From an optimization exercise on the open Yosys and OpenROAD flow, aimed at small area, a short achievable clock period and few clock cycles; shortcuts taken in it are not production practice.
At most, simulation tests tie the RTL to the original design; equivalence was not proved.
The RTL of run 1 was laid out without a check of its function.
Power is estimated from default activity; no workload was simulated.

## flow/design.v (module list and top-level ports; edited modules follow where they fit)
// module an400_tx: 1433 lines
module an400_tx (
    input  wire         clk,
    input  wire         rst,           
    input  wire         cmd_valid,
    output wire         cmd_ready,
    input  wire [3:0]   cmd_op,
    input  wire         cmd_ext,
    input  wire [28:0]  cmd_id,
    input  wire [3:0]   cmd_dlc,
    input  wire [63:0]  cmd_data,
    input  wire [39:0]  cmd_regs,
    input  wire [31:0]  cmd_ts,
    output reg          rsp_valid,
    output reg  [3:0]   rsp_code,
    output reg          pkt_valid,
    output reg          pkt_framed,
    output wire [303:0] pkt_data
);
  // ...
==> flow/flow/run.sh <==
#!/bin/bash
set -euo pipefail
bash standard.sh "BUFFER_PORTS_ARGS=-buffer_cell sky130_fd_sc_hd__buf_2" \
    SETUP_SLACK_MARGIN=26.3 finish > flow.log 2>&1
==> flow/standard.sh <==
#!/bin/bash
# synth_recipe.tcl (not shown) runs the flow's synth.tcl, then flattens the netlist and writes it again
# the make line also repeats each setting of config.mk as NAME=value (left out here)
make -C /OpenROAD-flow-scripts/flow DESIGN_CONFIG=/design/flow/config.mk WORK_HOME=/design/flow/orfs CLKGATE_MAP_FILE= SYNTH_SCRIPT=/design/flow/synth_recipe.tcl "${@:-finish}"
==> flow/config.mk <==
export PLATFORM = sky130hd
export DESIGN_NAME = an400_tx
export DESIGN_NICKNAME = an400_tx
export VERILOG_FILES = /design/flow/design.v
export SDC_FILE = /design/flow/constraint.sdc
export NUM_CORES = 4
export LEC_CHECK = 0
export CAP_MARGIN = 20
export CORE_MARGIN = 2
export CORE_UTILIZATION = 40
export SLEW_MARGIN = 20
==> flow/constraint.sdc <==
create_clock -name core_clock -period 35.0 [get_ports {clk}]
set_input_delay 7.0000 -clock core_clock [delete_from_list [all_inputs] [get_ports {clk}]]
set_output_delay 7.0000 -clock core_clock [all_outputs]
set_load 0.01 [all_outputs]
==> impl_metrics.json, run 1 <==
{
  "peakVddDrop_mv": 0.0405,
  "final_cell_area_um2": 38900,
  "startpoint": "o22_1$_DFF_P_",
  "seqAreaFraction_pct": 37.6,
  "num_rows": 105,
  "clkCellAreaFrac_pct": 5.39,
  "cp.depth": 2,
  "critPathBufInv": 1,
  "tap_cells": 1070,
  "syn-num-nets": 3509,
  "clock_power_mw": 0.667,
  "crit_chain": "a22o_1 > buf_2",
  "clkTransAtPathRegs_ns": 0.06,
  "setup_viol": 0,
  "multi_input_area_share_pct": 42.2,
  "grt_pass1_vias": 23400,
  "dp.cells": 4339,
  "die-area_um2": 85300,
  "cts_setup_buffers": 0,
  "yosysSeqAreaShare_pct": 43.9,
  "first_pass_iters": 8,
  "synth_cell_types": 82,
  "worst_slew_pin_slew_ns": 1.13,
  "final_util_pct": 47.4,
  "fmax_mhz": 116,
  "nonClockBufferCount": 538,
  "fin_ws_ns": 26.34,
  "grt_use_total_pct": 24.5,
  "synth_fa_ha_area_share_pct": 23.0,
  "cts_root_buf": "clkbuf_16",
  "crit_type": "reg2out",
  "endpoint": "pkt_data[76]",
  "yosys.area_share.simple_pct": 9.43,
  "r2r_start": "a_fr$_DFF_P_",
  "crit_path_top_delay_cell": "dfxtp_2",
  "power_density_nw_per_um2": 56.6,
  "buffer_area_share_pct": 7.29,
  "wl_met2_um": 49200,
  "leakagePower_nw": 17.5,
  "fin_nets": 3946,
  "status": "finished clean",
  "synth_ff_type": "edfxtp_1",
  "min_from": "q_air[0]$_SDFFE_PP0P_"
}
==> run 2: changes to the inputs <==
--- a/flow/design.v
+++ b/flow/design.v
@@ -133,37 +133,35 @@
     reg [15:0] tp_raw;
     wire [15:0] w0 = b_data[15:0];
     wire [15:0] w1 = b_data[31:16];
     wire [15:0] w2 = b_data[47:32];
     wire [15:0] w3 = b_data[63:48];
     wire        flag6 = b_data[48];
     wire [15:0] p001, m01p, tmul;
     wire [14:0] wsa, wsb;
-    wire [7:0]  bmul;
     function [15:0] ci16(input [15:0] w);
         ci16 = (w == 16'h8000) ? 16'h8001 : w;
     endfunction
     wire [15:0] p_in  = is_frame ? w1 : pp_raw;
     wire        p_kpa = is_frame ? flag6 : pp_kpa;
     wire [13:0] p_x   = p_in[13:0];
     wire [15:0] p_out = p_kpa ? p_in : (p_in >= 16'd9506) ? 16'hFFFF : p001;
     wire [15:0] m01   = flag6 ? {1'b0, wsa} : m01p;
     wire [15:0] t_in  = is_frame ? w2 : tp_raw;
     wire        t_c   = is_frame ? flag6 : tp_degc;
     wire [15:0] t_u   = {~t_in[15], t_in[14:0]};
     wire [15:0] t_out = t_c ? ci16(t_in) : tmul;
     wire signed [16:0] oil_s = $signed({w0[15], w0});
     wire        oil_neg = (oil_s < 17'sd500);
     wire signed [16:0] oil_n = oil_s - 17'sd498 - {16'd0, oil_neg};
     wire [15:0] oil_q = {oil_n[16], oil_n[16:2]};
-    wire [11:0] b_x   = w0[11:0];
-    wire [7:0]  batt8 = w0[15] ? 8'd0 : (w0 >= 16'd2545) ? 8'hFF : bmul;
+    wire [7:0]  batt8 = w0[15] ? 8'd0 : (w0 >= 16'd2545) ? 8'hFF : wsb[7:0];
     wire [17:0] da_in = !is_frame ? {q_ws2, 2'b00} : a_id[0] ? {2'b00, w1} : {w0, 2'b00};
-    wire [15:0] wb_in = is_frame ? w1 : q_ws3;
+    wire [17:0] db_in = !is_frame ? {q_ws3, 2'b00} : a_id[0] ? {6'd0, w0[11:0]} : {w1, 2'b00};
     wire [15:0] wa_out = {1'b0, wsa};
     wire [15:0] wb_out = {1'b0, wsb};
     wire p001_1 = ~p_x[12] ^ ~p_x[5] ^ p_x[1];
     wire p001_2 = (~p_x[12] & ~p_x[5]) | (~p_x[12] & p_x[1]) | (~p_x[5] & p_x[1]);
     wire p001_3 = ~p_x[13] ^ ~p_x[6] ^ p_x[2];
     wire p001_4 = (~p_x[13] & ~p_x[6]) | (~p_x[13] & p_x[2]) | (~p_x[6] & p_x[2]);
     wire p001_5 = ~p_x[7] ^ p_x[3] ^ 1'b1;
     wire p001_6 = (~p_x[7] & p_x[3]) | (~p_x[7] & 1'b1) | (p_x[3] & 1'b1);
@@ -546,96 +544,16 @@
     wire tmul_109 = tmul_106 ^ tmul_42 ^ tmul_43;
     wire tmul_110 = (tmul_106 & tmul_42) | (tmul_106 & tmul_43) | (tmul_42 & tmul_43);
     wire tmul_111 = tmul_110 ^ tmul_44 ^ tmul_45;
     wire tmul_112 = (tmul_110 & tmul_44) | (tmul_110 & tmul_45) | (tmul_44 & tmul_45);
     wire [21:0] tmul_a = {1'b1, tmul_100, tmul_99, tmul_87, tmul_112, tmul_111, tmul_109, tmul_105, tmul_97, tmul_84, tmul_96, tmul_108, tmul_107, tmul_103, tmul_102, tmul_101, tmul_90, tmul_89, tmul_72, tmul_71, tmul_47, tmul_1};
     wire [21:0] tmul_b = {1'b0, t_u[15], 1'b0, 1'b0, tmul_69, 1'b0, 1'b0, 1'b0, 1'b0, tmul_85, tmul_83, tmul_95, 1'b0, 1'b0, tmul_93, 1'b0, tmul_91, 1'b0, tmul_73, 1'b0, tmul_7, tmul_3};
     wire [21:0] tmul_s = tmul_a + tmul_b;
     assign tmul = tmul_s[21:6];
-    wire bmul_1 = b_x[10] ^ ~b_x[8] ^ b_x[6];
-    wire bmul_2 = (b_x[10] & ~b_x[8]) | (b_x[10] & b_x[6]) | (~b_x[8] & b_x[6]);
-    wire bmul_3 = ~b_x[4] ^ b_x[2] ^ ~b_x[0];
-    wire bmul_4 = (~b_x[4] & b_x[2]) | (~b_x[4] & ~b_x[0]) | (b_x[2] & ~b_x[0]);
-    wire bmul_5 = b_x[11] ^ ~b_x[9] ^ b_x[7];
-    wire bmul_6 = (b_x[11] & ~b_x[9]) | (b_x[11] & b_x[7]) | (~b_x[9] & b_x[7]);
-    wire bmul_7 = ~b_x[5] ^ b_x[3] ^ ~b_x[1];
-    wire bmul_8 = (~b_x[5] & b_x[3]) | (~b_x[5] & ~b_x[1]) | (b_x[3] & ~b_x[1]);
-    wire bmul_9 = ~b_x[10] ^ b_x[8] ^ ~b_x[6];
-    wire bmul_10 = (~b_x[10] & b_x[8]) | (~b_x[10] & ~b_x[6]) | (b_x[8] & ~b_x[6]);
-    wire bmul_11 = b_x[4] ^ ~b_x[2] ^ b_x[0];
-    wire bmul_12 = (b_x[4] & ~b_x[2]) | (b_x[4] & b_x[0]) | (~b_x[2] & b_x[0]);
-    wire bmul_13 = ~b_x[11] ^ b_x[9] ^ ~b_x[7];
-    wire bmul_14 = (~b_x[11] & b_x[9]) | (~b_x[11] & ~b_x[7]) | (b_x[9] & ~b_x[7]);
-    wire bmul_15 = b_x[5] ^ ~b_x[3] ^ b_x[1];
-    wire bmul_16 = (b_x[5] & ~b_x[3]) | (b_x[5] & b_x[1]) | (~b_x[3] & b_x[1]);
-    wire bmul_17 = b_x[10] ^ ~b_x[8] ^ b_x[6];
-    wire bmul_18 = (b_x[10] & ~b_x[8]) | (b_x[10] & b_x[6]) | (~b_x[8] & b_x[6]);
-    wire bmul_19 = b_x[11] ^ ~b_x[9] ^ b_x[7];
-    wire bmul_20 = (b_x[11] & ~b_x[9]) | (b_x[11] & b_x[7]) | (~b_x[9] & b_x[7]);
-    wire bmul_21 = ~b_x[10] ^ b_x[8] ^ ~b_x[6];
-    wire bmul_22 = (~b_x[10] & b_x[8]) | (~b_x[10] & ~b_x[6]) | (b_x[8] & ~b_x[6]);
-    wire bmul_23 = ~b_x[11] ^ b_x[9] ^ ~b_x[7];
-    wire bmul_24 = (~b_x[11] & b_x[9]) | (~b_x[11] & ~b_x[7]) | (b_x[9] & ~b_x[7]);
-    wire bmul_25 = b_x[10] ^ ~b_x[8] ^ b_x[6];
-    wire bmul_26 = (b_x[10] & ~b_x[8]) | (b_x[10] & b_x[6]) | (~b_x[8] & b_x[6]);
-    wire bmul_27 = b_x[11] ^ ~b_x[9] ^ b_x[7];
-    wire bmul_28 = (b_x[11] & ~b_x[9]) | (b_x[11] & b_x[7]) | (~b_x[9] & b_x[7]);
-    wire bmul_29 = ~b_x[10] ^ b_x[8] ^ 1'b1;
-    wire bmul_30 = (~b_x[10] & b_x[8]) | (~b_x[10] & 1'b1) | (b_x[8] & 1'b1);
-    wire bmul_31 = ~b_x[11] ^ b_x[9] ^ 1'b1;
-    wire bmul_32 = (~b_x[11] & b_x[9]) | (~b_x[11] & 1'b1) | (b_x[9] & 1'b1);
-    wire bmul_33 = bmul_2 ^ bmul_4 ^ bmul_5;
-    wire bmul_34 = (bmul_2 & bmul_4) | (bmul_2 & bmul_5) | (bmul_4 & bmul_5);
-    wire bmul_35 = bmul_6 ^ bmul_8 ^ bmul_9;
-    wire bmul_36 = (bmul_6 & bmul_8) | (bmul_6 & bmul_9) | (bmul_8 & bmul_9);
-    wire bmul_37 = bmul_10 ^ bmul_12 ^ bmul_13;
-    wire bmul_38 = (bmul_10 & bmul_12) | (bmul_10 & bmul_13) | (bmul_12 & bmul_13);
-    wire bmul_39 = bmul_14 ^ bmul_16 ^ bmul_17;
-    wire bmul_40 = (bmul_14 & bmul_16) | (bmul_14 & bmul_17) | (bmul_16 & bmul_17);
-    wire bmul_41 = bmul_18 ^ bmul_19 ^ ~b_x[5];
-    wire bmul_42 = (bmul_18 & bmul_19) | (bmul_18 & ~b_x[5]) | (bmul_19 & ~b_x[5]);
-    wire bmul_43 = bmul_20 ^ bmul_21 ^ b_x[4];
-    wire bmul_44 = (bmul_20 & bmul_21) | (bmul_20 & b_x[4]) | (bmul_21 & b_x[4]);
-    wire bmul_45 = bmul_22 ^ bmul_23 ^ b_x[5];
-    wire bmul_46 = (bmul_22 & bmul_23) | (bmul_22 & b_x[5]) | (bmul_23 & b_x[5]);
-    wire bmul_47 = bmul_24 ^ bmul_25 ^ 1'b1;
-    wire bmul_48 = (bmul_24 & bmul_25) | (bmul_24 & 1'b1) | (bmul_25 & 1'b1);
-    wire bmul_49 = bmul_26 ^ bmul_27 ^ 1'b1;
-    wire bmul_50 = (bmul_26 & bmul_27) | (bmul_26 & 1'b1) | (bmul_27 & 1'b1);
-    wire bmul_51 = bmul_34 ^ bmul_35 ^ bmul_11;
-    wire bmul_52 = (bmul_34 & bmul_35) | (bmul_34 & bmul_11) | (bmul_35 & bmul_11);
-    wire bmul_53 = bmul_36 ^ bmul_37 ^ bmul_15;
-    wire bmul_54 = (bmul_36 & bmul_37) | (bmul_36 & bmul_15) | (bmul_37 & bmul_15);
-    wire bmul_55 = bmul_38 ^ bmul_39 ^ ~b_x[4];
-    wire bmul_56 = (bmul_38 & bmul_39) | (bmul_38 & ~b_x[4]) | (bmul_39 & ~b_x[4]);
-    wire bmul_57 = bmul_40 ^ bmul_41 ^ b_x[3];
-    wire bmul_58 = (bmul_40 & bmul_41) | (bmul_40 & b_x[3]) | (bmul_41 & b_x[3]);
-    wire bmul_59 = bmul_50 ^ bmul_28 ^ bmul_29;
-    wire bmul_60 = (bmul_50 & bmul_28) | (bmul_50 & bmul_29) | (bmul_28 & bmul_29);
-    wire bmul_61 = bmul_54 ^ bmul_55 ^ b_x[2];
-    wire bmul_62 = (bmul_54 & bmul_55) | (bmul_54 & b_x[2]) | (bmul_55 & b_x[2]);
-    wire bmul_63 = bmul_58 ^ bmul_42 ^ bmul_43;
-    wire bmul_64 = (bmul_58 & bmul_42) | (bmul_58 & bmul_43) | (bmul_42 & bmul_43);
-    wire bmul_65 = bmul_60 ^ bmul_30 ^ bmul_31;
-    wire bmul_66 = (bmul_60 & bmul_30) | (bmul_60 & bmul_31) | (bmul_30 & bmul_31);
-    wire bmul_67 = bmul_62 ^ bmul_56 ^ bmul_57;
-    wire bmul_68 = (bmul_62 & bmul_56) | (bmul_62 & bmul_57) | (bmul_56 & bmul_57);
-    wire bmul_69 = bmul_64 ^ bmul_44 ^ bmul_45;
-    wire bmul_70 = (bmul_64 & bmul_44) | (bmul_64 & bmul_45) | (bmul_44 & bmul_45);
-    wire bmul_71 = bmul_66 ^ bmul_32 ^ b_x[10];
-    wire bmul_72 = (bmul_66 & bmul_32) | (bmul_66 & b_x[10]) | (bmul_32 & b_x[10]);
-    wire bmul_73 = bmul_70 ^ bmul_46 ^ bmul_47;
-    wire bmul_74 = (bmul_70 & bmul_46) | (bmul_70 & bmul_47) | (bmul_46 & bmul_47);
-    wire bmul_75 = bmul_74 ^ bmul_48 ^ bmul_49;
-    wire bmul_76 = (bmul_74 & bmul_48) | (bmul_74 & bmul_49) | (bmul_48 & bmul_49);
-    wire [12:0] bmul_a = {bmul_71, bmul_65, bmul_76, bmul_75, bmul_73, bmul_69, bmul_68, bmul_67, bmul_61, bmul_52, bmul_51, bmul_33, bmul_1};
-    wire [12:0] bmul_b = {1'b0, 1'b0, bmul_59, 1'b0, 1'b0, 1'b0, bmul_63, 1'b0, 1'b0, bmul_53, 1'b1, bmul_7, bmul_3};
-    wire [12:0] bmul_s = bmul_a + bmul_b;
-    assign bmul = bmul_s[12:5];
     wire wsa_1 = ~da_in[15] ^ da_in[13] ^ ~da_in[11];
     wire wsa_2 = (~da_in[15] & da_in[13]) | (~da_in[15] & ~da_in[11]) | (da_in[13] & ~da_in[11]);
     wire wsa_3 = da_in[9] ^ ~da_in[7] ^ da_in[5];
     wire wsa_4 = (da_in[9] & ~da_in[7]) | (da_in[9] & da_in[5]) | (~da_in[7] & da_in[5]);
     wire wsa_5 = ~da_in[16] ^ da_in[14] ^ ~da_in[12];
     wire wsa_6 = (~da_in[16] & da_in[14]) | (~da_in[16] & ~da_in[12]) | (da_in[14] & ~da_in[12]);
     wire wsa_7 = da_in[10] ^ ~da_in[8] ^ da_in[6];
     wire wsa_8 = (da_in[10] & ~da_in[8]) | (da_in[10] & da_in[6]) | (~da_in[8] & da_in[6]);
@@ -826,198 +744,216 @@
     wire wsa_193 = wsa_190 ^ wsa_166 ^ wsa_167;
     wire wsa_194 = (wsa_190 & wsa_166) | (wsa_190 & wsa_167) | (wsa_166 & wsa_167);
     wire wsa_195 = wsa_192 ^ wsa_146 ^ wsa_117;
     wire wsa_196 = (wsa_192 & wsa_146) | (wsa_192 & wsa_117) | (wsa_146 & wsa_117);
     wire [20:0] wsa_a = {wsa_185, wsa_177, wsa_169, wsa_196, wsa_195, wsa_191, wsa_183, wsa_194, wsa_193, wsa_189, wsa_181, wsa_188, wsa_187, wsa_179, wsa_171, wsa_152, wsa_150, wsa_149, wsa_120, wsa_119, wsa_73};
     wire [20:0] wsa_b = {1'b0, 1'b0, 1'b0, wsa_147, 1'b0, 1'b0, 1'b0, wsa_175, 1'b0, 1'b0, 1'b0, wsa_173, 1'b0, 1'b0, 1'b0, wsa_153, wsa_151, 1'b0, wsa_121, wsa_9, da_in[1]};
     wire [20:0] wsa_s = wsa_a + wsa_b;
     assign wsa = wsa_s[20:6];
-    wire wsb_1 = wb_in[12] ^ ~wb_in[10] ^ wb_in[8];
-    wire wsb_2 = (wb_in[12] & ~wb_in[10]) | (wb_in[12] & wb_in[8]) | (~wb_in[10] & wb_in[8]);
-    wire wsb_3 = ~wb_in[6] ^ wb_in[4] ^ ~wb_in[2];
-    wire wsb_4 = (~wb_in[6] & wb_in[4]) | (~wb_in[6] & ~wb_in[2]) | (wb_in[4] & ~wb_in[2]);
-    wire wsb_5 = wb_in[13] ^ ~wb_in[11] ^ wb_in[9];
-    wire wsb_6 = (wb_in[13] & ~wb_in[11]) | (wb_in[13] & wb_in[9]) | (~wb_in[11] & wb_in[9]);
-    wire wsb_7 = ~wb_in[7] ^ wb_in[5] ^ ~wb_in[3];
-    wire wsb_8 = (~wb_in[7] & wb_in[5]) | (~wb_in[7] & ~wb_in[3]) | (wb_in[5] & ~wb_in[3]);
-    wire wsb_9 = wb_in[14] ^ ~wb_in[12] ^ wb_in[10];
-    wire wsb_10 = (wb_in[14] & ~wb_in[12]) | (wb_in[14] & wb_in[10]) | (~wb_in[12] & wb_in[10]);
-    wire wsb_11 = ~wb_in[8] ^ wb_in[6] ^ ~wb_in[4];
-    wire wsb_12 = (~wb_in[8] & wb_in[6]) | (~wb_in[8] & ~wb_in[4]) | (wb_in[6] & ~wb_in[4]);
-    wire wsb_13 = wb_in[2] ^ ~wb_in[0] ^ 1'b1;
-    wire wsb_14 = (wb_in[2] & ~wb_in[0]) | (wb_in[2] & 1'b1) | (~wb_in[0] & 1'b1);
-    wire wsb_15 = wb_in[15] ^ ~wb_in[13] ^ wb_in[11];
-    wire wsb_16 = (wb_in[15] & ~wb_in[13]) | (wb_in[15] & wb_in[11]) | (~wb_in[13] & wb_in[11]);
-    wire wsb_17 = ~wb_in[9] ^ wb_in[7] ^ ~wb_in[5];
-    wire wsb_18 = (~wb_in[9] & wb_in[7]) | (~wb_in[9] & ~wb_in[5]) | (wb_in[7] & ~wb_in[5]);
-    wire wsb_19 = ~wb_in[14] ^ wb_in[12] ^ ~wb_in[10];
-    wire wsb_20 = (~wb_in[14] & wb_in[12]) | (~wb_in[14] & ~wb_in[10]) | (wb_in[12] & ~wb_in[10]);
-    wire wsb_21 = wb_in[8] ^ ~wb_in[6] ^ wb_in[4];
-    wire wsb_22 = (wb_in[8] & ~wb_in[6]) | (wb_in[8] & wb_in[4]) | (~wb_in[6] & wb_in[4]);
-    wire wsb_23 = ~wb_in[2] ^ wb_in[0] ^ 1'b1;
-    wire wsb_24 = (~wb_in[2] & wb_in[0]) | (~wb_in[2] & 1'b1) | (wb_in[0] & 1'b1);
-    wire wsb_25 = ~wb_in[15] ^ wb_in[13] ^ ~wb_in[11];
-    wire wsb_26 = (~wb_in[15] & wb_in[13]) | (~wb_in[15] & ~wb_in[11]) | (wb_in[13] & ~wb_in[11]);
-    wire wsb_27 = wb_in[9] ^ ~wb_in[7] ^ wb_in[5];
-    wire wsb_28 = (wb_in[9] & ~wb_in[7]) | (wb_in[9] & wb_in[5]) | (~wb_in[7] & wb_in[5]);
-    wire wsb_29 = wb_in[14] ^ ~wb_in[12] ^ wb_in[10];
-    wire wsb_30 = (wb_in[14] & ~wb_in[12]) | (wb_in[14] & wb_in[10]) | (~wb_in[12] & wb_in[10]);
-    wire wsb_31 = ~wb_in[8] ^ wb_in[6] ^ ~wb_in[4];
-    wire wsb_32 = (~wb_in[8] & wb_in[6]) | (~wb_in[8] & ~wb_in[4]) | (wb_in[6] & ~wb_in[4]);
-    wire wsb_33 = wb_in[15] ^ ~wb_in[13] ^ wb_in[11];
-    wire wsb_34 = (wb_in[15] & ~wb_in[13]) | (wb_in[15] & wb_in[11]) | (~wb_in[13] & wb_in[11]);
-    wire wsb_35 = ~wb_in[9] ^ wb_in[7] ^ ~wb_in[5];
-    wire wsb_36 = (~wb_in[9] & wb_in[7]) | (~wb_in[9] & ~wb_in[5]) | (wb_in[7] & ~wb_in[5]);
-    wire wsb_37 = ~wb_in[14] ^ wb_in[12] ^ ~wb_in[10];
-    wire wsb_38 = (~wb_in[14] & wb_in[12]) | (~wb_in[14] & ~wb_in[10]) | (wb_in[12] & ~wb_in[10]);
-    wire wsb_39 = wb_in[8] ^ ~wb_in[6] ^ wb_in[4];
-    wire wsb_40 = (wb_in[8] & ~wb_in[6]) | (wb_in[8] & wb_in[4]) | (~wb_in[6] & wb_in[4]);
-    wire wsb_41 = ~wb_in[15] ^ wb_in[13] ^ ~wb_in[11];
-    wire wsb_42 = (~wb_in[15] & wb_in[13]) | (~wb_in[15] & ~wb_in[11]) | (wb_in[13] & ~wb_in[11]);
-    wire wsb_43 = wb_in[9] ^ ~wb_in[7] ^ wb_in[5];
-    wire wsb_44 = (wb_in[9] & ~wb_in[7]) | (wb_in[9] & wb_in[5]) | (~wb_in[7] & wb_in[5]);
-    wire wsb_45 = wb_in[14] ^ ~wb_in[12] ^ wb_in[10];
-    wire wsb_46 = (wb_in[14] & ~wb_in[12]) | (wb_in[14] & wb_in[10]) | (~wb_in[12] & wb_in[10]);
-    wire wsb_47 = wb_in[15] ^ ~wb_in[13] ^ wb_in[11];
-    wire wsb_48 = (wb_in[15] & ~wb_in[13]) | (wb_in[15] & wb_in[11]) | (~wb_in[13] & wb_in[11]);
-    wire wsb_49 = ~wb_in[9] ^ wb_in[7] ^ 1'b1;
-    wire wsb_50 = (~wb_in[9] & wb_in[7]) | (~wb_in[9] & 1'b1) | (wb_in[7] & 1'b1);
-    wire wsb_51 = ~wb_in[14] ^ wb_in[12] ^ ~wb_in[10];
-    wire wsb_52 = (~wb_in[14] & wb_in[12]) | (~wb_in[14] & ~wb_in[10]) | (wb_in[12] & ~wb_in[10]);
-    wire wsb_53 = ~wb_in[15] ^ wb_in[13] ^ ~wb_in[11];
-    wire wsb_54 = (~wb_in[15] & wb_in[13]) | (~wb_in[15] & ~wb_in[11]) | (wb_in[13] & ~wb_in[11]);
-    wire wsb_55 = wb_in[14] ^ ~wb_in[12] ^ wb_in[10];
-    wire wsb_56 = (wb_in[14] & ~wb_in[12]) | (wb_in[14] & wb_in[10]) | (~wb_in[12] & wb_in[10]);
-    wire wsb_57 = wb_in[15] ^ ~wb_in[13] ^ wb_in[11];
-    wire wsb_58 = (wb_in[15] & ~wb_in[13]) | (wb_in[15] & wb_in[11]) | (~wb_in[13] & wb_in[11]);
-    wire wsb_59 = ~wb_in[14] ^ wb_in[12] ^ 1'b1;
-    wire wsb_60 = (~wb_in[14] & wb_in[12]) | (~wb_in[14] & 1'b1) | (wb_in[12] & 1'b1);
-    wire wsb_61 = ~wb_in[15] ^ wb_in[13] ^ 1'b1;
-    wire wsb_62 = (~wb_in[15] & wb_in[13]) | (~wb_in[15] & 1'b1) | (wb_in[13] & 1'b1);
-    wire wsb_63 = wsb_1 ^ wsb_3 ^ wb_in[0];
-    wire wsb_64 = (wsb_1 & wsb_3) | (wsb_1 & wb_in[0]) | (wsb_3 & wb_in[0]);
-    wire wsb_65 = wsb_2 ^ wsb_4 ^ wsb_5;
-    wire wsb_66 = (wsb_2 & wsb_4) | (wsb_2 & wsb_5) | (wsb_4 & wsb_5);
-    wire wsb_67 = wsb_6 ^ wsb_8 ^ wsb_9;
-    wire wsb_68 = (wsb_6 & wsb_8) | (wsb_6 & wsb_9) | (wsb_8 & wsb_9);
-    wire wsb_69 = wsb_10 ^ wsb_12 ^ wsb_14;
-    wire wsb_70 = (wsb_10 & wsb_12) | (wsb_10 & wsb_14) | (wsb_12 & wsb_14);
-    wire wsb_71 = wsb_15 ^ wsb_17 ^ wb_in[3];
-    wire wsb_72 = (wsb_15 & wsb_17) | (wsb_15 & wb_in[3]) | (wsb_17 & wb_in[3]);
-    wire wsb_73 = wsb_16 ^ wsb_18 ^ wsb_19;
-    wire wsb_74 = (wsb_16 & wsb_18) | (wsb_16 & wsb_19) | (wsb_18 & wsb_19);
-    wire wsb_75 = wsb_20 ^ wsb_22 ^ wsb_24;
-    wire wsb_76 = (wsb_20 & wsb_22) | (wsb_20 & wsb_24) | (wsb_22 & wsb_24);
-    wire wsb_77 = wsb_25 ^ wsb_27 ^ ~wb_in[3];
-    wire wsb_78 = (wsb_25 & wsb_27) | (wsb_25 & ~wb_in[3]) | (wsb_27 & ~wb_in[3]);
-    wire wsb_79 = wsb_26 ^ wsb_28 ^ wsb_29;
-    wire wsb_80 = (wsb_26 & wsb_28) | (wsb_26 & wsb_29) | (wsb_28 & wsb_29);
-    wire wsb_81 = wsb_31 ^ wb_in[2] ^ 1'b1;
-    wire wsb_82 = (wsb_31 & wb_in[2]) | (wsb_31 & 1'b1) | (wb_in[2] & 1'b1);
-    wire wsb_83 = wsb_30 ^ wsb_32 ^ wsb_33;
-    wire wsb_84 = (wsb_30 & wsb_32) | (wsb_30 & wsb_33) | (wsb_32 & wsb_33);
-    wire wsb_85 = wsb_35 ^ wb_in[3] ^ 1'b1;
-    wire wsb_86 = (wsb_35 & wb_in[3]) | (wsb_35 & 1'b1) | (wb_in[3] & 1'b1);
-    wire wsb_87 = wsb_34 ^ wsb_36 ^ wsb_37;
-    wire wsb_88 = (wsb_34 & wsb_36) | (wsb_34 & wsb_37) | (wsb_36 & wsb_37);
-    wire wsb_89 = wsb_38 ^ wsb_40 ^ wsb_41;
-    wire wsb_90 = (wsb_38 & wsb_40) | (wsb_38 & wsb_41) | (wsb_40 & wsb_41);
-    wire wsb_91 = wsb_42 ^ wsb_44 ^ wsb_45;
-    wire wsb_92 = (wsb_42 & wsb_44) | (wsb_42 & wsb_45) | (wsb_44 & wsb_45);
-    wire wsb_93 = wsb_46 ^ wsb_47 ^ wsb_49;
-    wire wsb_94 = (wsb_46 & wsb_47) | (wsb_46 & wsb_49) | (wsb_47 & wsb_49);
-    wire wsb_95 = wsb_48 ^ wsb_50 ^ wsb_51;
-    wire wsb_96 = (wsb_48 & wsb_50) | (wsb_48 & wsb_51) | (wsb_50 & wsb_51);
-    wire wsb_97 = wsb_52 ^ wsb_53 ^ wb_in[9];
-    wire wsb_98 = (wsb_52 & wsb_53) | (wsb_52 & wb_in[9]) | (wsb_53 & wb_in[9]);
-    wire wsb_99 = wsb_56 ^ wsb_57 ^ 1'b1;
-    wire wsb_100 = (wsb_56 & wsb_57) | (wsb_56 & 1'b1) | (wsb_57 & 1'b1);
-    wire wsb_101 = wsb_64 ^ wsb_65 ^ wsb_7;
-    wire wsb_102 = (wsb_64 & wsb_65) | (wsb_64 & wsb_7) | (wsb_65 & wsb_7);
-    wire wsb_103 = wsb_66 ^ wsb_67 ^ wsb_11;
-    wire wsb_104 = (wsb_66 & wsb_67) | (wsb_66 & wsb_11) | (wsb_67 & wsb_11);
-    wire wsb_105 = wsb_68 ^ wsb_69 ^ wsb_71;
-    wire wsb_106 = (wsb_68 & wsb_69) | (wsb_68 & wsb_71) | (wsb_69 & wsb_71);
-    wire wsb_107 = wsb_70 ^ wsb_72 ^ wsb_73;
-    wire wsb_108 = (wsb_70 & wsb_72) | (wsb_70 & wsb_73) | (wsb_72 & wsb_73);
-    wire wsb_109 = wsb_74 ^ wsb_75 ^ wsb_77;
-    wire wsb_110 = (wsb_74 & wsb_75) | (wsb_74 & wsb_77) | (wsb_75 & wsb_77);
-    wire wsb_111 = wsb_76 ^ wsb_78 ^ wsb_79;
-    wire wsb_112 = (wsb_76 & wsb_78) | (wsb_76 & wsb_79) | (wsb_78 & wsb_79);
-    wire wsb_113 = wsb_80 ^ wsb_82 ^ wsb_83;
-    wire wsb_114 = (wsb_80 & wsb_82) | (wsb_80 & wsb_83) | (wsb_82 & wsb_83);
-    wire wsb_115 = wsb_84 ^ wsb_86 ^ wsb_87;
-    wire wsb_116 = (wsb_84 & wsb_86) | (wsb_84 & wsb_87) | (wsb_86 & wsb_87);
-    wire wsb_117 = wsb_88 ^ wsb_89 ^ wsb_43;
-    wire wsb_118 = (wsb_88 & wsb_89) | (wsb_88 & wsb_43) | (wsb_89 & wsb_43);
-    wire wsb_119 = wsb_90 ^ wsb_91 ^ ~wb_in[8];
-    wire wsb_120 = (wsb_90 & wsb_91) | (wsb_90 & ~wb_in[8]) | (wsb_91 & ~wb_in[8]);
-    wire wsb_121 = wsb_94 ^ wsb_95 ^ wb_in[8];
-    wire wsb_122 = (wsb_94 & wsb_95) | (wsb_94 & wb_in[8]) | (wsb_95 & wb_in[8]);
-    wire wsb_123 = wsb_96 ^ wsb_97 ^ 1'b1;
-    wire wsb_124 = (wsb_96 & wsb_97) | (wsb_96 & 1'b1) | (wsb_97 & 1'b1);
-    wire wsb_125 = wsb_98 ^ wsb_54 ^ wsb_55;
-    wire wsb_126 = (wsb_98 & wsb_54) | (wsb_98 & wsb_55) | (wsb_54 & wsb_55);
-    wire wsb_127 = wsb_100 ^ wsb_58 ^ wsb_59;
-    wire wsb_128 = (wsb_100 & wsb_58) | (wsb_100 & wsb_59) | (wsb_58 & wsb_59);
-    wire wsb_129 = wsb_102 ^ wsb_103 ^ wsb_13;
-    wire wsb_130 = (wsb_102 & wsb_103) | (wsb_102 & wsb_13) | (wsb_103 & wsb_13);
-    wire wsb_131 = wsb_104 ^ wsb_105 ^ ~wb_in[1];
-    wire wsb_132 = (wsb_104 & wsb_105) | (wsb_104 & ~wb_in[1]) | (wsb_105 & ~wb_in[1]);
-    wire wsb_133 = wsb_106 ^ wsb_107 ^ wsb_21;
-    wire wsb_134 = (wsb_106 & wsb_107) | (wsb_106 & wsb_21) | (wsb_107 & wsb_21);
-    wire wsb_135 = wsb_108 ^ wsb_109 ^ wb_in[1];
-    wire wsb_136 = (wsb_108 & wsb_109) | (wsb_108 & wb_in[1]) | (wsb_109 & wb_in[1]);
-    wire wsb_137 = wsb_110 ^ wsb_111 ^ wsb_81;
-    wire wsb_138 = (wsb_110 & wsb_111) | (wsb_110 & wsb_81) | (wsb_111 & wsb_81);
-    wire wsb_139 = wsb_112 ^ wsb_113 ^ wsb_85;
-    wire wsb_140 = (wsb_112 & wsb_113) | (wsb_112 & wsb_85) | (wsb_113 & wsb_85);
-    wire wsb_141 = wsb_114 ^ wsb_115 ^ wsb_39;
-    wire wsb_142 = (wsb_114 & wsb_115) | (wsb_114 & wsb_39) | (wsb_115 & wsb_39);
-    wire wsb_143 = wsb_116 ^ wsb_117 ^ 1'b1;
-    wire wsb_144 = (wsb_116 & wsb_117) | (wsb_116 & 1'b1) | (wsb_117 & 1'b1);
-    wire wsb_145 = wsb_118 ^ wsb_119 ^ wb_in[6];
-    wire wsb_146 = (wsb_118 & wsb_119) | (wsb_118 & wb_in[6]) | (wsb_119 & wb_in[6]);
-    wire wsb_147 = wsb_120 ^ wsb_92 ^ wsb_93;
-    wire wsb_148 = (wsb_120 & wsb_92) | (wsb_120 & wsb_93) | (wsb_92 & wsb_93);
-    wire wsb_149 = wsb_128 ^ wsb_60 ^ wsb_61;
-    wire wsb_150 = (wsb_128 & wsb_60) | (wsb_128 & wsb_61) | (wsb_60 & wsb_61);
-    wire wsb_151 = wsb_132 ^ wsb_133 ^ wsb_23;
-    wire wsb_152 = (wsb_132 & wsb_133) | (wsb_132 & wsb_23) | (wsb_133 & wsb_23);
-    wire wsb_153 = wsb_140 ^ wsb_141 ^ 1'b1;
-    wire wsb_154 = (wsb_140 & wsb_141) | (wsb_140 & 1'b1) | (wsb_141 & 1'b1);
-    wire wsb_155 = wsb_148 ^ wsb_121 ^ 1'b1;
-    wire wsb_156 = (wsb_148 & wsb_121) | (wsb_148 & 1'b1) | (wsb_121 & 1'b1);
-    wire wsb_157 = wsb_150 ^ wsb_62 ^ wb_in[14];
-    wire wsb_158 = (wsb_150 & wsb_62) | (wsb_150 & wb_in[14]) | (wsb_62 & wb_in[14]);
-    wire wsb_159 = wsb_152 ^ wsb_134 ^ wsb_135;
-    wire wsb_160 = (wsb_152 & wsb_134) | (wsb_152 & wsb_135) | (wsb_134 & wsb_135);
-    wire wsb_161 = wsb_154 ^ wsb_142 ^ wsb_143;
-    wire wsb_162 = (wsb_154 & wsb_142) | (wsb_154 & wsb_143) | (wsb_142 & wsb_143);
-    wire wsb_163 = wsb_156 ^ wsb_122 ^ wsb_123;
-    wire wsb_164 = (wsb_156 & wsb_122) | (wsb_156 & wsb_123) | (wsb_122 & wsb_123);
-    wire wsb_165 = wsb_158 ^ wb_in[15] ^ 1'b1;
-    wire wsb_166 = (wsb_158 & wb_in[15]) | (wsb_158 & 1'b1) | (wb_in[15] & 1'b1);
-    wire wsb_167 = wsb_160 ^ wsb_136 ^ wsb_137;
-    wire wsb_168 = (wsb_160 & wsb_136) | (wsb_160 & wsb_137) | (wsb_136 & wsb_137);
-    wire wsb_169 = wsb_162 ^ wsb_144 ^ wsb_145;
-    wire wsb_170 = (wsb_162 & wsb_144) | (wsb_162 & wsb_145) | (wsb_144 & wsb_145);
-    wire wsb_171 = wsb_164 ^ wsb_124 ^ wsb_125;
-    wire wsb_172 = (wsb_164 & wsb_124) | (wsb_164 & wsb_125) | (wsb_124 & wsb_125);
-    wire wsb_173 = wsb_168 ^ wsb_138 ^ wsb_139;
-    wire wsb_174 = (wsb_168 & wsb_138) | (wsb_168 & wsb_139) | (wsb_138 & wsb_139);
-    wire wsb_175 = wsb_170 ^ wsb_146 ^ wsb_147;
-    wire wsb_176 = (wsb_170 & wsb_146) | (wsb_170 & wsb_147) | (wsb_146 & wsb_147);
-    wire wsb_177 = wsb_172 ^ wsb_126 ^ wsb_99;
-    wire wsb_178 = (wsb_172 & wsb_126) | (wsb_172 & wsb_99) | (wsb_126 & wsb_99);
-    wire [19:0] wsb_a = {wsb_165, wsb_157, wsb_149, wsb_178, wsb_177, wsb_171, wsb_163, wsb_176, wsb_175, wsb_169, wsb_161, wsb_174, wsb_173, wsb_167, wsb_159, wsb_151, wsb_130, wsb_129, wsb_101, wsb_63};
-    wire [19:0] wsb_b = {1'b0, 1'b0, 1'b0, wsb_127, 1'b0, 1'b0, 1'b0, wsb_155, 1'b0, 1'b0, 1'b0, wsb_153, 1'b0, 1'b0, 1'b0, 1'b0, wsb_131, 1'b0, wb_in[1], 1'b1};
-    wire [19:0] wsb_s = wsb_a + wsb_b;
-    assign wsb = wsb_s[19:5];
+    wire wsb_1 = ~db_in[15] ^ db_in[13] ^ ~db_in[11];
+    wire wsb_2 = (~db_in[15] & db_in[13]) | (~db_in[15] & ~db_in[11]) | (db_in[13] & ~db_in[11]);
+    wire wsb_3 = db_in[9] ^ ~db_in[7] ^ db_in[5];
+    wire wsb_4 = (db_in[9] & ~db_in[7]) | (db_in[9] & db_in[5]) | (~db_in[7] & db_in[5]);
+    wire wsb_5 = ~db_in[16] ^ db_in[14] ^ ~db_in[12];
+    wire wsb_6 = (~db_in[16] & db_in[14]) | (~db_in[16] & ~db_in[12]) | (db_in[14] & ~db_in[12]);
+    wire wsb_7 = db_in[10] ^ ~db_in[8] ^ db_in[6];
+    wire wsb_8 = (db_in[10] & ~db_in[8]) | (db_in[10] & db_in[6]) | (~db_in[8] & db_in[6]);
+    wire wsb_9 = ~db_in[4] ^ db_in[2] ^ ~db_in[0];
+    wire wsb_10 = (~db_in[4] & db_in[2]) | (~db_in[4] & ~db_in[0]) | (db_in[2] & ~db_in[0]);
+    wire wsb_11 = ~db_in[17] ^ db_in[15] ^ ~db_in[13];
+    wire wsb_12 = (~db_in[17] & db_in[15]) | (~db_in[17] & ~db_in[13]) | (db_in[15] & ~db_in[13]);
+    wire wsb_13 = db_in[11] ^ ~db_in[9] ^ db_in[7];
+    wire wsb_14 = (db_in[11] & ~db_in[9]) | (db_in[11] & db_in[7]) | (~db_in[9] & db_in[7]);
+    wire wsb_15 = ~db_in[5] ^ db_in[3] ^ ~db_in[1];
+    wire wsb_16 = (~db_in[5] & db_in[3]) | (~db_in[5] & ~db_in[1]) | (db_in[3] & ~db_in[1]);
+    wire wsb_17 = db_in[16] ^ ~db_in[14] ^ db_in[12];
+    wire wsb_18 = (db_in[16] & ~db_in[14]) | (db_in[16] & db_in[12]) | (~db_in[14] & db_in[12]);
+    wire wsb_19 = ~db_in[10] ^ db_in[8] ^ ~db_in[6];
+    wire wsb_20 = (~db_in[10] & db_in[8]) | (~db_in[10] & ~db_in[6]) | (db_in[8] & ~db_in[6]);
+    wire wsb_21 = db_in[4] ^ ~db_in[2] ^ db_in[0];
+    wire wsb_22 = (db_in[4] & ~db_in[2]) | (db_in[4] & db_in[0]) | (~db_in[2] & db_in[0]);
+    wire wsb_23 = db_in[17] ^ ~db_in[15] ^ db_in[13];
+    wire wsb_24 = (db_in[17] & ~db_in[15]) | (db_in[17] & db_in[13]) | (~db_in[15] & db_in[13]);
+    wire wsb_25 = ~db_in[11] ^ db_in[9] ^ ~db_in[7];
+    wire wsb_26 = (~db_in[11] & db_in[9]) | (~db_in[11] & ~db_in[7]) | (db_in[9] & ~db_in[7]);
+    wire wsb_27 = db_in[5] ^ ~db_in[3] ^ db_in[1];
+    wire wsb_28 = (db_in[5] & ~db_in[3]) | (db_in[5] & db_in[1]) | (~db_in[3] & db_in[1]);
+    wire wsb_29 = ~db_in[16] ^ db_in[14] ^ ~db_in[12];
+    wire wsb_30 = (~db_in[16] & db_in[14]) | (~db_in[16] & ~db_in[12]) | (db_in[14] & ~db_in[12]);
+    wire wsb_31 = db_in[10] ^ ~db_in[8] ^ db_in[6];
+    wire wsb_32 = (db_in[10] & ~db_in[8]) | (db_in[10] & db_in[6]) | (~db_in[8] & db_in[6]);
+    wire wsb_33 = ~db_in[4] ^ db_in[2] ^ 1'b1;
+    wire wsb_34 = (~db_in[4] & db_in[2]) | (~db_in[4] & 1'b1) | (db_in[2] & 1'b1);
+    wire wsb_35 = ~db_in[17] ^ db_in[15] ^ ~db_in[13];
+    wire wsb_36 = (~db_in[17] & db_in[15]) | (~db_in[17] & ~db_in[13]) | (db_in[15] & ~db_in[13]);
+    wire wsb_37 = db_in[11] ^ ~db_in[9] ^ db_in[7];
+    wire wsb_38 = (db_in[11] & ~db_in[9]) | (db_in[11] & db_in[7]) | (~db_in[9] & db_in[7]);
+    wire wsb_39 = db_in[16] ^ ~db_in[14] ^ db_in[12];
+    wire wsb_40 = (db_in[16] & ~db_in[14]) | (db_in[16] & db_in[12]) | (~db_in[14] & db_in[12]);
+    wire wsb_41 = ~db_in[10] ^ db_in[8] ^ ~db_in[6];
+    wire wsb_42 = (~db_in[10] & db_in[8]) | (~db_in[10] & ~db_in[6]) | (db_in[8] & ~db_in[6]);
+    wire wsb_43 = db_in[17] ^ ~db_in[15] ^ db_in[13];
+    wire wsb_44 = (db_in[17] & ~db_in[15]) | (db_in[17] & db_in[13]) | (~db_in[15] & db_in[13]);
+    wire wsb_45 = ~db_in[11] ^ db_in[9] ^ ~db_in[7];
+    wire wsb_46 = (~db_in[11] & db_in[9]) | (~db_in[11] & ~db_in[7]) | (db_in[9] & ~db_in[7]);
+    wire wsb_47 = ~db_in[16] ^ db_in[14] ^ ~db_in[12];
+    wire wsb_48 = (~db_in[16] & db_in[14]) | (~db_in[16] & ~db_in[12]) | (db_in[14] & ~db_in[12]);
+    wire wsb_49 = db_in[10] ^ ~db_in[8] ^ db_in[6];
+    wire wsb_50 = (db_in[10] & ~db_in[8]) | (db_in[10] & db_in[6]) | (~db_in[8] & db_in[6]);
+    wire wsb_51 = ~db_in[17] ^ db_in[15] ^ ~db_in[13];
+    wire wsb_52 = (~db_in[17] & db_in[15]) | (~db_in[17] & ~db_in[13]) | (db_in[15] & ~db_in[13]);
+    wire wsb_53 = db_in[11] ^ ~db_in[9] ^ db_in[7];
+    wire wsb_54 = (db_in[11] & ~db_in[9]) | (db_in[11] & db_in[7]) | (~db_in[9] & db_in[7]);
+    wire wsb_55 = db_in[16] ^ ~db_in[14] ^ db_in[12];
+    wire wsb_56 = (db_in[16] & ~db_in[14]) | (db_in[16] & db_in[12]) | (~db_in[14] & db_in[12]);
+    wire wsb_57 = db_in[17] ^ ~db_in[15] ^ db_in[13];
+    wire wsb_58 = (db_in[17] & ~db_in[15]) | (db_in[17] & db_in[13]) | (~db_in[15] & db_in[13]);
+    wire wsb_59 = ~db_in[11] ^ db_in[9] ^ 1'b1;
+    wire wsb_60 = (~db_in[11] & db_in[9]) | (~db_in[11] & 1'b1) | (db_in[9] & 1'b1);
+    wire wsb_61 = ~db_in[16] ^ db_in[14] ^ ~db_in[12];
+    wire wsb_62 = (~db_in[16] & db_in[14]) | (~db_in[16] & ~db_in[12]) | (db_in[14] & ~db_in[12]);
+    wire wsb_63 = ~db_in[17] ^ db_in[15] ^ ~db_in[13];
+    wire wsb_64 = (~db_in[17] & db_in[15]) | (~db_in[17] & ~db_in[13]) | (db_in[15] & ~db_in[13]);
+    wire wsb_65 = db_in[16] ^ ~db_in[14] ^ db_in[12];
+    wire wsb_66 = (db_in[16] & ~db_in[14]) | (db_in[16] & db_in[12]) | (~db_in[14] & db_in[12]);
+    wire wsb_67 = db_in[17] ^ ~db_in[15] ^ db_in[13];
+    wire wsb_68 = (db_in[17] & ~db_in[15]) | (db_in[17] & db_in[13]) | (~db_in[15] & db_in[13]);
+    wire wsb_69 = ~db_in[16] ^ db_in[14] ^ 1'b1;
+    wire wsb_70 = (~db_in[16] & db_in[14]) | (~db_in[16] & 1'b1) | (db_in[14] & 1'b1);
+    wire wsb_71 = ~db_in[17] ^ db_in[15] ^ 1'b1;
+    wire wsb_72 = (~db_in[17] & db_in[15]) | (~db_in[17] & 1'b1) | (db_in[15] & 1'b1);
+    wire wsb_73 = wsb_1 ^ wsb_3 ^ ~db_in[3];
+    wire wsb_74 = (wsb_1 & wsb_3) | (wsb_1 & ~db_in[3]) | (wsb_3 & ~db_in[3]);
+    wire wsb_75 = wsb_2 ^ wsb_4 ^ wsb_5;
+    wire wsb_76 = (wsb_2 & wsb_4) | (wsb_2 & wsb_5) | (wsb_4 & wsb_5);
+    wire wsb_77 = wsb_6 ^ wsb_8 ^ wsb_10;
+    wire wsb_78 = (wsb_6 & wsb_8) | (wsb_6 & wsb_10) | (wsb_8 & wsb_10);
+    wire wsb_79 = wsb_11 ^ wsb_13 ^ wsb_15;
+    wire wsb_80 = (wsb_11 & wsb_13) | (wsb_11 & wsb_15) | (wsb_13 & wsb_15);
+    wire wsb_81 = wsb_12 ^ wsb_14 ^ wsb_16;
+    wire wsb_82 = (wsb_12 & wsb_14) | (wsb_12 & wsb_16) | (wsb_14 & wsb_16);
+    wire wsb_83 = wsb_17 ^ wsb_19 ^ wsb_21;
+    wire wsb_84 = (wsb_17 & wsb_19) | (wsb_17 & wsb_21) | (wsb_19 & wsb_21);
+    wire wsb_85 = wsb_18 ^ wsb_20 ^ wsb_22;
+    wire wsb_86 = (wsb_18 & wsb_20) | (wsb_18 & wsb_22) | (wsb_20 & wsb_22);
+    wire wsb_87 = wsb_23 ^ wsb_25 ^ wsb_27;
+    wire wsb_88 = (wsb_23 & wsb_25) | (wsb_23 & wsb_27) | (wsb_25 & wsb_27);
+    wire wsb_89 = wsb_24 ^ wsb_26 ^ wsb_28;
+    wire wsb_90 = (wsb_24 & wsb_26) | (wsb_24 & wsb_28) | (wsb_26 & wsb_28);
+    wire wsb_91 = wsb_29 ^ wsb_31 ^ wsb_33;
+    wire wsb_92 = (wsb_29 & wsb_31) | (wsb_29 & wsb_33) | (wsb_31 & wsb_33);
+    wire wsb_93 = wsb_30 ^ wsb_32 ^ wsb_34;
+    wire wsb_94 = (wsb_30 & wsb_32) | (wsb_30 & wsb_34) | (wsb_32 & wsb_34);
+    wire wsb_95 = wsb_35 ^ wsb_37 ^ ~db_in[5];
+    wire wsb_96 = (wsb_35 & wsb_37) | (wsb_35 & ~db_in[5]) | (wsb_37 & ~db_in[5]);
+    wire wsb_97 = wsb_36 ^ wsb_38 ^ wsb_39;
+    wire wsb_98 = (wsb_36 & wsb_38) | (wsb_36 & wsb_39) | (wsb_38 & wsb_39);
+    wire wsb_99 = wsb_41 ^ db_in[4] ^ 1'b1;
+    wire wsb_100 = (wsb_41 & db_in[4]) | (wsb_41 & 1'b1) | (db_in[4] & 1'b1);
+    wire wsb_101 = wsb_40 ^ wsb_42 ^ wsb_43;
+    wire wsb_102 = (wsb_40 & wsb_42) | (wsb_40 & wsb_43) | (wsb_42 & wsb_43);
+    wire wsb_103 = wsb_45 ^ db_in[5] ^ 1'b1;
+    wire wsb_104 = (wsb_45 & db_in[5]) | (wsb_45 & 1'b1) | (db_in[5] & 1'b1);
+    wire wsb_105 = wsb_44 ^ wsb_46 ^ wsb_47;
+    wire wsb_106 = (wsb_44 & wsb_46) | (wsb_44 & wsb_47) | (wsb_46 & wsb_47);
+    wire wsb_107 = wsb_48 ^ wsb_50 ^ wsb_51;
+    wire wsb_108 = (wsb_48 & wsb_50) | (wsb_48 & wsb_51) | (wsb_50 & wsb_51);
+    wire wsb_109 = wsb_52 ^ wsb_54 ^ wsb_55;
+    wire wsb_110 = (wsb_52 & wsb_54) | (wsb_52 & wsb_55) | (wsb_54 & wsb_55);
+    wire wsb_111 = wsb_56 ^ wsb_57 ^ wsb_59;
+    wire wsb_112 = (wsb_56 & wsb_57) | (wsb_56 & wsb_59) | (wsb_57 & wsb_59);
+    wire wsb_113 = wsb_58 ^ wsb_60 ^ wsb_61;
+    wire wsb_114 = (wsb_58 & wsb_60) | (wsb_58 & wsb_61) | (wsb_60 & wsb_61);
+    wire wsb_115 = wsb_62 ^ wsb_63 ^ db_in[11];
+    wire wsb_116 = (wsb_62 & wsb_63) | (wsb_62 & db_in[11]) | (wsb_63 & db_in[11]);
+    wire wsb_117 = wsb_66 ^ wsb_67 ^ 1'b1;
+    wire wsb_118 = (wsb_66 & wsb_67) | (wsb_66 & 1'b1) | (wsb_67 & 1'b1);
+    wire wsb_119 = wsb_74 ^ wsb_75 ^ wsb_7;
+    wire wsb_120 = (wsb_74 & wsb_75) | (wsb_74 & wsb_7) | (wsb_75 & wsb_7);
+    wire wsb_121 = wsb_76 ^ wsb_77 ^ wsb_79;
+    wire wsb_122 = (wsb_76 & wsb_77) | (wsb_76 & wsb_79) | (wsb_77 & wsb_79);
+    wire wsb_123 = wsb_78 ^ wsb_80 ^ wsb_81;
+    wire wsb_124 = (wsb_78 & wsb_80) | (wsb_78 & wsb_81) | (wsb_80 & wsb_81);
+    wire wsb_125 = wsb_82 ^ wsb_84 ^ wsb_85;
+    wire wsb_126 = (wsb_82 & wsb_84) | (wsb_82 & wsb_85) | (wsb_84 & wsb_85);
+    wire wsb_127 = wsb_86 ^ wsb_88 ^ wsb_89;
+    wire wsb_128 = (wsb_86 & wsb_88) | (wsb_86 & wsb_89) | (wsb_88 & wsb_89);
+    wire wsb_129 = wsb_90 ^ wsb_92 ^ wsb_93;
+    wire wsb_130 = (wsb_90 & wsb_92) | (wsb_90 & wsb_93) | (wsb_92 & wsb_93);
+    wire wsb_131 = wsb_94 ^ wsb_96 ^ wsb_97;
+    wire wsb_132 = (wsb_94 & wsb_96) | (wsb_94 & wsb_97) | (wsb_96 & wsb_97);
+    wire wsb_133 = wsb_98 ^ wsb_100 ^ wsb_101;
+    wire wsb_134 = (wsb_98 & wsb_100) | (wsb_98 & wsb_101) | (wsb_100 & wsb_101);
+    wire wsb_135 = wsb_102 ^ wsb_104 ^ wsb_105;
+    wire wsb_136 = (wsb_102 & wsb_104) | (wsb_102 & wsb_105) | (wsb_104 & wsb_105);
+    wire wsb_137 = wsb_106 ^ wsb_107 ^ wsb_53;
+    wire wsb_138 = (wsb_106 & wsb_107) | (wsb_106 & wsb_53) | (wsb_107 & wsb_53);
+    wire wsb_139 = wsb_108 ^ wsb_109 ^ ~db_in[10];
+    wire wsb_140 = (wsb_108 & wsb_109) | (wsb_108 & ~db_in[10]) | (wsb_109 & ~db_in[10]);
+    wire wsb_141 = wsb_112 ^ wsb_113 ^ db_in[10];
+    wire wsb_142 = (wsb_112 & wsb_113) | (wsb_112 & db_in[10]) | (wsb_113 & db_in[10]);
+    wire wsb_143 = wsb_114 ^ wsb_115 ^ 1'b1;
+    wire wsb_144 = (wsb_114 & wsb_115) | (wsb_114 & 1'b1) | (wsb_115 & 1'b1);
+    wire wsb_145 = wsb_116 ^ wsb_64 ^ wsb_65;
+    wire wsb_146 = (wsb_116 & wsb_64) | (wsb_116 & wsb_65) | (wsb_64 & wsb_65);
+    wire wsb_147 = wsb_118 ^ wsb_68 ^ wsb_69;
+    wire wsb_148 = (wsb_118 & wsb_68) | (wsb_118 & wsb_69) | (wsb_68 & wsb_69);
+    wire wsb_149 = wsb_122 ^ wsb_123 ^ wsb_83;
+    wire wsb_150 = (wsb_122 & wsb_123) | (wsb_122 & wsb_83) | (wsb_123 & wsb_83);
+    wire wsb_151 = wsb_124 ^ wsb_125 ^ wsb_87;
+    wire wsb_152 = (wsb_124 & wsb_125) | (wsb_124 & wsb_87) | (wsb_125 & wsb_87);
+    wire wsb_153 = wsb_126 ^ wsb_127 ^ wsb_91;
+    wire wsb_154 = (wsb_126 & wsb_127) | (wsb_126 & wsb_91) | (wsb_127 & wsb_91);
+    wire wsb_155 = wsb_128 ^ wsb_129 ^ wsb_95;
+    wire wsb_156 = (wsb_128 & wsb_129) | (wsb_128 & wsb_95) | (wsb_129 & wsb_95);
+    wire wsb_157 = wsb_130 ^ wsb_131 ^ wsb_99;
+    wire wsb_158 = (wsb_130 & wsb_131) | (wsb_130 & wsb_99) | (wsb_131 & wsb_99);
+    wire wsb_159 = wsb_132 ^ wsb_133 ^ wsb_103;
+    wire wsb_160 = (wsb_132 & wsb_133) | (wsb_132 & wsb_103) | (wsb_133 & wsb_103);
+    wire wsb_161 = wsb_134 ^ wsb_135 ^ wsb_49;
+    wire wsb_162 = (wsb_134 & wsb_135) | (wsb_134 & wsb_49) | (wsb_135 & wsb_49);
+    wire wsb_163 = wsb_136 ^ wsb_137 ^ 1'b1;
+    wire wsb_164 = (wsb_136 & wsb_137) | (wsb_136 & 1'b1) | (wsb_137 & 1'b1);
+    wire wsb_165 = wsb_138 ^ wsb_139 ^ db_in[8];
+    wire wsb_166 = (wsb_138 & wsb_139) | (wsb_138 & db_in[8]) | (wsb_139 & db_in[8]);
+    wire wsb_167 = wsb_140 ^ wsb_110 ^ wsb_111;
+    wire wsb_168 = (wsb_140 & wsb_110) | (wsb_140 & wsb_111) | (wsb_110 & wsb_111);
+    wire wsb_169 = wsb_148 ^ wsb_70 ^ wsb_71;
+    wire wsb_170 = (wsb_148 & wsb_70) | (wsb_148 & wsb_71) | (wsb_70 & wsb_71);
+    wire wsb_171 = wsb_154 ^ wsb_155 ^ db_in[3];
+    wire wsb_172 = (wsb_154 & wsb_155) | (wsb_154 & db_in[3]) | (wsb_155 & db_in[3]);
+    wire wsb_173 = wsb_160 ^ wsb_161 ^ 1'b1;
+    wire wsb_174 = (wsb_160 & wsb_161) | (wsb_160 & 1'b1) | (wsb_161 & 1'b1);
+    wire wsb_175 = wsb_168 ^ wsb_141 ^ 1'b1;
+    wire wsb_176 = (wsb_168 & wsb_141) | (wsb_168 & 1'b1) | (wsb_141 & 1'b1);
+    wire wsb_177 = wsb_170 ^ wsb_72 ^ db_in[16];
+    wire wsb_178 = (wsb_170 & wsb_72) | (wsb_170 & db_in[16]) | (wsb_72 & db_in[16]);
+    wire wsb_179 = wsb_172 ^ wsb_156 ^ wsb_157;
+    wire wsb_180 = (wsb_172 & wsb_156) | (wsb_172 & wsb_157) | (wsb_156 & wsb_157);
+    wire wsb_181 = wsb_174 ^ wsb_162 ^ wsb_163;
+    wire wsb_182 = (wsb_174 & wsb_162) | (wsb_174 & wsb_163) | (wsb_162 & wsb_163);
+    wire wsb_183 = wsb_176 ^ wsb_142 ^ wsb_143;
+    wire wsb_184 = (wsb_176 & wsb_142) | (wsb_176 & wsb_143) | (wsb_142 & wsb_143);
+    wire wsb_185 = wsb_178 ^ db_in[17] ^ 1'b1;
+    wire wsb_186 = (wsb_178 & db_in[17]) | (wsb_178 & 1'b1) | (db_in[17] & 1'b1);
+    wire wsb_187 = wsb_180 ^ wsb_158 ^ wsb_159;
+    wire wsb_188 = (wsb_180 & wsb_158) | (wsb_180 & wsb_159) | (wsb_158 & wsb_159);
+    wire wsb_189 = wsb_182 ^ wsb_164 ^ wsb_165;
+    wire wsb_190 = (wsb_182 & wsb_164) | (wsb_182 & wsb_165) | (wsb_164 & wsb_165);
+    wire wsb_191 = wsb_184 ^ wsb_144 ^ wsb_145;
+    wire wsb_192 = (wsb_184 & wsb_144) | (wsb_184 & wsb_145) | (wsb_144 & wsb_145);
+    wire wsb_193 = wsb_190 ^ wsb_166 ^ wsb_167;
+    wire wsb_194 = (wsb_190 & wsb_166) | (wsb_190 & wsb_167) | (wsb_166 & wsb_167);
+    wire wsb_195 = wsb_192 ^ wsb_146 ^ wsb_117;
+    wire wsb_196 = (wsb_192 & wsb_146) | (wsb_192 & wsb_117) | (wsb_146 & wsb_117);
+    wire [20:0] wsb_a = {wsb_185, wsb_177, wsb_169, wsb_196, wsb_195, wsb_191, wsb_183, wsb_194, wsb_193, wsb_189, wsb_181, wsb_188, wsb_187, wsb_179, wsb_171, wsb_152, wsb_150, wsb_149, wsb_120, wsb_119, wsb_73};
+    wire [20:0] wsb_b = {1'b0, 1'b0, 1'b0, wsb_147, 1'b0, 1'b0, 1'b0, wsb_175, 1'b0, 1'b0, 1'b0, wsb_173, 1'b0, 1'b0, 1'b0, wsb_153, wsb_151, 1'b0, wsb_121, wsb_9, db_in[1]};
+    wire [20:0] wsb_s = wsb_a + wsb_b;
+    assign wsb = wsb_s[20:6];
     wire [15:0] lam_u = b_pe2 ? w2 : w0;      
     wire [7:0]  lam8  = (lam_u[15:8] != 8'd0) ? 8'hFF : lam_u[7:0];
     wire [15:0] lam10 = (lam_u >= 16'd6554) ? 16'hFFFF : ({lam_u[12:0], 3'd0} + {lam_u[14:0], 1'b0});
     reg g_pe1, g_pe2, g_lam, g_pe5, g_pe6;
     always @(posedge clk) begin
         if (rst || a_reset) begin
             g_pe1 <= 1'b0; g_pe2 <= 1'b0; g_lam <= 1'b0;
             g_pe5 <= 1'b0; g_pe6 <= 1'b0;
==> flow/config.mk (replaced) <==
export PLATFORM = sky130hd
export DESIGN_NAME = an400_tx
export DESIGN_NICKNAME = an400_tx
export VERILOG_FILES = /design/flow/design.v
export SDC_FILE = /design/flow/constraint.sdc
export NUM_CORES = 4
export LEC_CHECK = 0
export CAP_MARGIN = 20
export CORE_MARGIN = 2
export CORE_UTILIZATION = 70
export SLEW_MARGIN = 20
==> run 2 against run 1 <==
  * Fmax about the same
  * Hold slack better by 0.011 ns
  * Register-to-register slack lost 0.16 ns
  * Sequential power hardly changed
  * Total power is 0.36% lower
  * Synthesized cell count fell by 1.2%
  * Via count rose by 5.3%
  * Clock power shrank 6.1%
  * Critical path type unchanged
  * Critical endpoint is now pkt_data[257]
  * Highest routed layer unchanged
==> impl_metrics.json, run 2 <==
{
  "worst_slew_pin_slew_ns": 1.08,
  "syn_inst": 2861,
  "holdPathEnd": "q_air[0]$_SDFFE_PP0P_",
  "synth_ff_type": "edfxtp_1",
  "synth_cell_types": 78,
  "biggestRegsByFlops": "a_data: 64 flops, a_ts: 32 flops",
  "synth_area_um2": 32800,
  "min_period_ns": 8.65,
  "via_per_inst": 6.31,
  "combPwrFrac_pct": 35.3,
  "hold_depth": 2,
  "status": "finished clean",
  "tritoncts": "built",
  "dr.first_iter.drc_count": 2611,
  "min_path_type": "reg2reg",
  "p_int_mw": 1.41,
  "fin_nets": 3877,
  "yosysSeqAreaShare_pct": 44.5,
  "wl_per_cell_um": 25.7,
  "fillers": 2705,
  "cts_root_buf": "clkbuf_16",
  "synth_edf_count": 350,
  "first_pass_iters": 6,
  "area_delta_synth_final_pct": 15.1,
  "synthArstFlopShare_pct": 0,
  "power_frac_clock_pct": 28.5,
  "leakagePower_nw": 17.3,
  "whs_ns": 0.460,
  "num_vias": 24900,
  "crit_path_top_delay_cell": "dfxtp_1",
  "grt_max_degree": 80,
  "startpoint": "o38w1_0$_DFF_P_",
  "critical_path_required_ns": 28.00,
  "grt_overflow_total": 0,
  "clockBufferDepth": 3,
  "die_y_um": 220,
  "cts_max_level": 2,
  "crit_type": "reg2out",
  "ctsHoldBuffers": 0,
  "peakVddDrop_mv": 0.0837,
  "arrival_ns": 1.65,
  "cts_resized": 20,
  "fin_setup_tns_ns": 0,
  "syn-num-nets": 3451,
  "routabilityCongestion": 0.992,
  "yosys-top-cells-area": "edfxtp_1, fa_1, dfxtp_1, ha_1, inv_1",
  "drive_above_1_share_pct": 21.2,
  "slowest_delay_ns": 0.66,
  "io_pins": 489,
  "power_density_nw_per_um2": 58.2,
  "switchingPower_mw": 0.786,
  "final_cells": 3945,
  "critPathMaxFanout": 15,
  "drv_cap": 0,
  "period_share_pct": 24.7,
  "multi_input_area_um2": 16100,
  "num_rows": 79,
  "skew_ns": 0.0317,
  "reg2reg_to": "q_map01[13]$_DFFE_PP_",
  "antenna_found_initial": 5,
  "crit_chain": "a21o_1 > buf_2",
  "regMostFlops": "a_data",
  "dp_hpwl_um": 74000,
  "r2r_start": "a_fr$_DFF_P_",
  "ant_nets": 0,
  "fmax_mhz": 116,
  "rsz0062_at_grt": "yes",
  "clkTransAtPathRegs_ns": 0.06,
  "setup_viol": 0,
  "grt_pass1_wl_um": 148000,
  "swShare_pct": 35.8,
  "core_um2": 46400,
  "relSlewSlack_pct": 28.0,
  "fp.dieW_um": 220,
  "ys_ff_latch": 554,
  "synth_top_cell_by_area": "edfxtp_1",
  "register_area_um2": 14600,
  "reg2reg_slack_ns": 26.65,
  "cp-start-kind": "flop",
  "cts_made_buffers": 55,
  "drcViolationCount": 0,
  "clock_latency_ns": 0.64,
  "largest_reg_flops": 64,
  "finalPower_mw": 2.20,
  "avgSynthCellArea_um2": 11.5,
  "pwr-share-seq_pct": 36.2,
  "cp-end-kind": "output pin",
  "synthTopCellsByCount": "inv_1, edfxtp_1, fa_1, dfxtp_1, nor2_1",
  "die-area_um2": 48600,
  "start_util_pct": 70.8,
  "final_cell_mix": "buf_2, inv_1, edfxtp_1, fa_1, dfxtp_1",
  "dp.cells": 3836,
  "yosys.area.top_type_share_pct": 32.0,
  "hold_violations": 0,
  "cts_setup_buffers": 0,
  "slew_viol_final": 0,
  "port_buffers": 481,
  "cts_sinks": 554,
  "drt_wl_total_um": 101000,
  "final_common_cell": "buf_2",
  "yosysWarnings": 1,
  "r2r_cells": 24,
  "grt_pass1_vias": 24600,
  "grt_use_total_pct": 41.8,
  "min_from": "q_air[0]$_SDFFE_PP0P_",
  "synth_most_common_cell": "inv_1"
}
## run 2: cell count changes after synthesis, sizes merged, moves of 11 or more
cell / change
a21boi: -20
fa: -18
nor3: -14
nor2: +24
nand2: -12
inv: -13
o21ai: -13
a21o: +11
## run 2: worst max-delay path by stage
stage / to / cells past startpoint
3_3_place_gp: o38r_1$_DFF_P_ / 4
5_1_grt: q_map01[13]$_DFFE_PP_ / 24
2_1_floorplan: a_ts[0]$_DFFE_PP_ / 2
4_1_cts: pkt_data[293] / 2
6_report: pkt_data[257] / 2
3_5_place_dp: o22w_0$_DFF_P_ / 3
## run 2: layout make-up
class	instances	share of cell area, %
Clock inverter	34	1.07
Tap cell	607	2.01
Sequential cell	554	38.8
Clock buffer	70	4.02
Inverter	407	4.06
Multi-Input combinational cell	1732	42.6
Timing Repair Buffer	537	7.49
Antenna cell	4	0.0265
## run 2: metrics by stage
step / worst slack, ns / util [%] / instance area, um^2
floorplan: 26.34 / - / 32800
global placement: 26.42 / 77.1 / 35800
detailed placement: 26.39 / 77.1 / 35800
CTS: 26.31 / 81.3 / 37700
global route: 26.28 / 81.4 / 37700
finish: 26.35 / 81.4 / 37700
## run 2: kinds of logic (layout without fill, tap and decap cells)
family                   after synthesis  count (layout)  synth area share [%]
AO/OA/AOI/OAI                        526             526                  11.8
adder cells (fa/ha/maj)              413             413                  21.9
flip-flops                           554             554                  44.5
buffers and inverters                575            1048                  6.71
AND/OR/NAND/NOR                      597             597                  9.45
XOR/XNOR                             111             111                  2.96
other                                  1               5                0.0114
multiplexers                          84              84                  2.65
## run 2: worst max-delay path, delay by kind of cell (launching register included)
kind | cells | cell delay [ns]
buf+inv | 1 | 0.13
compound gates | 1 | 0.22
flops | 1 | 0.66
## run 2: power groups by stage
stage / Sequential (mW) / Clock (mW) / Combinational [mW]
after floorplan: 0.797 / 0 / 0.499
after detailed placement: 0.808 / 0 / 0.743
after global routing: 0.797 / 0.648 / 0.834
after global placement: 0.807 / 0 / 0.712
after CTS: 0.794 / 0.626 / 0.755
final: 0.796 / 0.626 / 0.774
## run 2: layer usage
layer  vias to the layer above  part of all wire, %  track usage, %
li1                      10600                    -               -
met1                     12200                   36            53.7
met2                      1741                   47            66.9
met3                       380                   11            8.63
met4                         2                  6.1            23.3
met5                         -               0.0099               0
Testbench counts of run 2, summed over its fixed seeds: cycles 24,016.

==> afterwards: timing with drivers on the ports <==
The flow's constraints put no driver on any port. The routed layouts listed below were extracted and timed again, unchanged, in two steps. Step 1, drivers: a clkbuf_16 drives clk and a buf_2 each remaining input, both assumed. Step 2 times the ports against the registers' clock, not the clock port: input delays grow and output delays shrink by t, the midpoint of the rising clock arrivals with the driver on. Slacks: no drivers / after step 1 / after step 2; pairs: no drivers / after step 1.
run	shift t [ns]	setup WS [ns]	hold slack, ns	worst data-port slew with drivers (ns)
run 1	0.698	26.345 / 26.279 / 26.302	0.449 / 0.449 / 0.449	0.09
run 2	0.690	26.349 / 26.286 / 26.550	0.460 / 0.460 / 0.460	0.09
After both steps every run listed still meets setup and hold. For run 1, which loses most, drivers alone change the setup slack by -0.066 ns; drivers and shift together by -0.043 ns.
